Source: an optimization exercise on an open RTL-to-GDS flow (aim: small area, a short achievable clock period and few clock cycles per item). Production flows keep margins and buffers that such runs may drop. At most, simulation tests tie the RTL to the original design; equivalence was not proved. Power and IR drop assume default switching activity.

main:
==> flow/design.v <==
module frame_cipher (
    input  wire        clk,
    input  wire        rst,           
    input  wire        in_valid,
    output wire        in_ready,
    input  wire [63:0] in_raw,
    input  wire [3:0]  in_len,
    output reg         out_valid,
    output wire [1:0]  out_status,    
    output reg         out_bypass,
    output reg         out_marker_ok,
    output wire        out_sum_ok,
    output wire        out_accept,
    output reg  [63:0] out_d,
    output wire [7:0]  out_opcode,
    output wire [15:0] out_value,
    output wire [1:0]  out_kind
);
    localparam [63:0] KEY    = 64'hC4C6C092_4023DC96;    
    localparam [63:0] SUBC   = 64'h844756D6_07939356;    
    localparam [7:0]  MARKER = 8'h0D;
    function [2:0] perm;
        input [2:0] j;
        case (j)
            3'd0: perm = 3'd2;
            3'd1: perm = 3'd4;
            3'd2: perm = 3'd0;
            3'd3: perm = 3'd7;
            3'd4: perm = 3'd1;
            3'd5: perm = 3'd6;
            3'd6: perm = 3'd5;
            default: perm = 3'd3;
        endcase
    endfunction
    function [7:0] lane;
        input [63:0] w;
        input [2:0]  i;
        lane = w[63 - 8*i -: 8];
    endfunction
    reg [63:0] t1;
    integer j;
    always @(*) begin
        for (j = 0; j < 8; j = j + 1)
            t1[63 - 8*j -: 8] = lane(in_raw, perm(j[2:0])) ^ lane(KEY, j[2:0]);
    end
    wire [63:0] t2 = {t1[2:0], t1[63:3]};
    reg [63:0] t3;
    integer i;
    always @(*) begin
        for (i = 0; i < 8; i = i + 1)
            t3[63 - 8*i -: 8] = lane(t2, i[2:0]) - lane(SUBC, i[2:0]);
    end
    wire        bypass = (lane(in_raw, 3'd4) == MARKER);
    wire [63:0] d      = bypass ? in_raw : t3;
    wire marker_ok = bypass | (lane(t2, 3'd4) == 8'h14);
    wire [7:0] sum_bits_plain, sum_bits_dec;
    frame_cipher_sum_test #(.K(8'h00)) sum_test_plain (
        .a(lane(in_raw, 3'd0)), .b(lane(in_raw, 3'd1)),
        .c(lane(in_raw, 3'd2)), .d(lane(in_raw, 3'd3)), .eq(sum_bits_plain));
    frame_cipher_sum_test #(.K(8'h4B)) sum_test_dec (
        .a(lane(t2, 3'd0)), .b(lane(t2, 3'd1)),
        .c(lane(t2, 3'd2)), .d(lane(t2, 3'd3)), .eq(sum_bits_dec));
    wire [7:0] sum_bits  = bypass ? sum_bits_plain : sum_bits_dec;
    wire [3:0] sum_pairs = sum_bits[7:4] & sum_bits[3:0];
    wire len_ok = (in_len == 4'd8);
    assign in_ready = 1'b1;
    always @(posedge clk) begin
        if (rst)
            out_valid <= 1'b0;
        else
            out_valid <= in_valid;
    end
    reg       len_ok_q;
    reg [3:0] sum_pairs_q;
    always @(posedge clk) begin
        len_ok_q      <= len_ok;
        out_bypass    <= bypass;
        out_marker_ok <= marker_ok;
        sum_pairs_q   <= sum_pairs;
        out_d         <= d;
    end
    assign out_sum_ok = &sum_pairs_q;
    assign out_accept = out_marker_ok & out_sum_ok;
    assign out_status = {~len_ok_q, len_ok_q & ~out_accept};
    assign out_opcode = out_d[63:56];
    assign out_value  = out_d[55:40];
    reg [1:0] kind;
    always @(*) begin
        case (out_opcode)
            8'h42:   kind = 2'd0;
            8'h50:   kind = 2'd1;
            8'h41:   kind = 2'd2;
            default: kind = 2'd3;
        endcase
    end
    assign out_kind = kind;
endmodule
module frame_cipher_sum_test #(
    parameter [7:0] K = 8'h00
) (
    input  wire [7:0] a,
    input  wire [7:0] b,
    input  wire [7:0] c,
    input  wire [7:0] d,
    output wire [7:0] eq
);
    localparam [7:0] M = K - 8'd1;
    wire [7:0] p, s1, ce, x, xy, cn;
    wire [7:0] c1, y;         
    genvar i;
    generate
        for (i = 0; i < 8; i = i + 1) begin : bit_
            frame_cipher_xor2 u_p  (.a(a[i]), .b(b[i]), .y(p[i]));
            frame_cipher_xor2 u_s1 (.a(p[i]), .b(c[i]), .y(s1[i]));
            if (i < 7) begin : carry_out
                frame_cipher_maj3 u_g (.a(a[i]), .b(b[i]), .c(c[i]), .y(c1[i+1]));
            end
            if (i == 0) begin : first
                frame_cipher_xnor2 u_x (.a(s1[0]), .b(d[0]), .y(x[0]));
                frame_cipher_and2n u_y (.a(s1[0]), .bn(d[0]), .y(y[1]));
                if (M[0]) begin : one
                    assign eq[0] = x[0];
                end else begin : zero
                    frame_cipher_xor2 u_eq (.a(s1[0]), .b(d[0]), .y(eq[0]));
                end
            end else begin : next
                frame_cipher_xnor2 u_ce (.a(c1[i]), .b(d[i]), .y(ce[i]));
                frame_cipher_xor2  u_x  (.a(s1[i]), .b(ce[i]), .y(x[i]));
                if (i < 7) begin : carry_out
                    frame_cipher_maj3n u_y (.a(s1[i]), .b(c1[i]), .cn(d[i]), .y(y[i+1]));
                end
                frame_cipher_xor2 u_xy (.a(x[i]), .b(y[i]), .y(xy[i]));
                if (i == 1) begin : second
                    if (M[0]) begin : no_carry
                        if (M[1]) begin : one
                            assign eq[1] = xy[1];
                        end else begin : zero
                            frame_cipher_xnor2 u_eq (.a(x[1]), .b(y[1]), .y(eq[1]));
                        end
                    end else begin : carry
                        if (M[1]) begin : one
                            frame_cipher_xor2 u_eq (.a(xy[1]), .b(x[0]), .y(eq[1]));
                        end else begin : zero
                            frame_cipher_xnor2 u_eq (.a(xy[1]), .b(x[0]), .y(eq[1]));
                        end
                    end
                end else begin : later
                    if (M[i-1]) begin : and_
                        frame_cipher_nand2 u_cn (.a(x[i-1]), .b(y[i-1]), .y(cn[i]));
                    end else begin : or_
                        frame_cipher_nor2 u_cn (.a(x[i-1]), .b(y[i-1]), .y(cn[i]));
                    end
                    if (M[i]) begin : one
                        frame_cipher_xnor2 u_eq (.a(xy[i]), .b(cn[i]), .y(eq[i]));
                    end else begin : zero
                        frame_cipher_xor2 u_eq (.a(xy[i]), .b(cn[i]), .y(eq[i]));
                    end
                end
            end
        end
    endgenerate
endmodule
module frame_cipher_nand2 (input wire a, input wire b, output wire y);
    assign y = ~(a & b);
endmodule
module frame_cipher_nor2 (input wire a, input wire b, output wire y);
    assign y = ~(a | b);
endmodule
module frame_cipher_and2n (input wire a, input wire bn, output wire y);
    assign y = a & ~bn;
endmodule
module frame_cipher_and2 (input wire a, input wire b, output wire y);
    assign y = a & b;
endmodule
module frame_cipher_xor2 (input wire a, input wire b, output wire y);
    assign y = a ^ b;
endmodule
module frame_cipher_xnor2 (input wire a, input wire b, output wire y);
    assign y = ~(a ^ b);
endmodule
module frame_cipher_maj3 (input wire a, input wire b, input wire c, output wire y);
    assign y = (a & b) | (a & c) | (b & c);
endmodule
module frame_cipher_maj3n (input wire a, input wire b, input wire cn, output wire y);
    assign y = (a & b) | ((a | b) & ~cn);
endmodule
export LEC_CHECK = 0
export CAP_MARGIN = 20
export CORE_MARGIN = 2
export CORE_UTILIZATION = 40
export SETUP_SLACK_MARGIN = 3.5
export SLEW_MARGIN = 20
export SYNTH_HIERARCHICAL = 1
export SYNTH_MINIMUM_KEEP_SIZE = 0
create_clock -name core_clock -period 6.0 [get_ports {clk}]
standard.sh (not shown) runs the stock make flow with config.mk's settings and CLKGATE_MAP_FILE= SYNTH_SCRIPT=/design/flow/synth_recipe.tcl, a recipe that flattens the netlist after the stock synthesis.
==> flow/flow/run.sh <==
#!/bin/bash
# The standard layout, with the port buffers made from a small buffer cell
# instead of the delay buffer buffer_ports picks by default, and a clock tree
# of larger sink clusters without dummy loads.
set -euo pipefail
bash standard.sh 'BUFFER_PORTS_ARGS=-buffer_cell sky130_fd_sc_hd__buf_1' \
  'CTS_ARGS=-sink_clustering_enable -repair_clock_nets -dont_use_dummy_load -sink_clustering_size 30 -buf_list sky130_fd_sc_hd__clkbuf_4 -root_buf sky130_fd_sc_hd__clkbuf_8' \
  finish > standard_flow.log 2>&1
Testbench counts of main, summed over its fixed seeds: cycles 12,008, items 12,000.
Inputs modified between main and the feature branch:
diff --git a/flow/design.v b/flow/design.v
--- a/flow/design.v
+++ b/flow/design.v
@@ -16,11 +16,10 @@
     output wire [15:0] out_value,
     output wire [1:0]  out_kind
 );
     localparam [63:0] KEY    = 64'hC4C6C092_4023DC96;    
     localparam [63:0] SUBC   = 64'h844756D6_07939356;    
-    localparam [7:0]  MARKER = 8'h0D;
     function [2:0] perm;
         input [2:0] j;
         case (j)
             3'd0: perm = 3'd2;
             3'd1: perm = 3'd4;
@@ -48,11 +47,12 @@
     integer i;
     always @(*) begin
         for (i = 0; i < 8; i = i + 1)
             t3[63 - 8*i -: 8] = lane(t2, i[2:0]) - lane(SUBC, i[2:0]);
     end
-    wire        bypass = (lane(in_raw, 3'd4) == MARKER);
+    wire        bypass;
+    frame_cipher_is_marker u_is_marker (.v(lane(in_raw, 3'd4)), .y(bypass));
     wire [63:0] d      = bypass ? in_raw : t3;
     wire marker_ok = bypass | (lane(t2, 3'd4) == 8'h14);
     wire [7:0] sum_bits_plain, sum_bits_dec;
     frame_cipher_sum_test #(.K(8'h00)) sum_test_plain (
         .a(lane(in_raw, 3'd0)), .b(lane(in_raw, 3'd1)),
@@ -158,10 +158,20 @@
                 end
             end
         end
     endgenerate
 endmodule
+module frame_cipher_is_marker (input wire [7:0] v, output wire y);
+    wire hi0, hi1, lo0, lo1, n0, n1;
+    frame_cipher_nor2  u_hi0 (.a(v[7]), .b(v[6]), .y(hi0));
+    frame_cipher_nor2  u_hi1 (.a(v[5]), .b(v[4]), .y(hi1));
+    frame_cipher_and2  u_lo0 (.a(v[3]), .b(v[2]), .y(lo0));
+    frame_cipher_and2n u_lo1 (.a(v[0]), .bn(v[1]), .y(lo1));
+    frame_cipher_nand2 u_n0  (.a(hi0), .b(hi1), .y(n0));
+    frame_cipher_nand2 u_n1  (.a(lo0), .b(lo1), .y(n1));
+    frame_cipher_nor2  u_y   (.a(n0), .b(n1), .y(y));
+endmodule
 module frame_cipher_nand2 (input wire a, input wire b, output wire y);
     assign y = ~(a & b);
 endmodule
 module frame_cipher_nor2 (input wire a, input wire b, output wire y);
     assign y = ~(a | b);
- Net switching power of the design was higher in the run labelled main.
- The feature branch has number of inverters outside the clock class in the layout below what main had.
- [compare] base=main new=the feature branch: synthesized area divided by synthesized cell count up 0.31 sq um; die span in y up about 0.65%.
- Sequential power essentially unchanged between the feature branch and main.
- main -> the feature branch: synthesized cell count decreased by a few percent
- The feature branch leaves less setup margin than main.
- NOTE: hold slack in the feature branch exceeds that of main
- Taking main as the reference point, the critical path depth of the feature branch falls by 1.
Only the layout flow was run in the feature branch; the RTL was not checked for function there.

==> static timing again, ports no longer ideal <==
No port has a modelled driver above. Below, the same layouts with a new extraction and two added sets of constraints. Step 1: set_driving_cell puts a clkbuf_16 on clk and a buf_2 on each other input, an assumption about the parent block. Step 2 also shifts input and output timing later by t, the mid clock arrival at the registers, as if the neighbouring blocks saw the same clock. a / b / c = ideal ports / drivers / drivers and shift; a / b = the first two.
run	t (ns)	setup WS [ns]	worst hold slack (ns)	worst data-port slew with drivers (ns)	pins driven straight from the clock port
main	0.367	3.516 / 3.522 / 3.155	0.985 / 0.976 / 1.343	0.06	1
the feature branch	0.382	3.511 / 3.512 / 3.130	1.002 / 0.988 / 1.370	0.05	1
After both steps setup and hold are still met in every run listed. The setup slack of the feature branch, which loses most, moves by +0.001 ns with the drivers and by -0.381 ns with both steps.
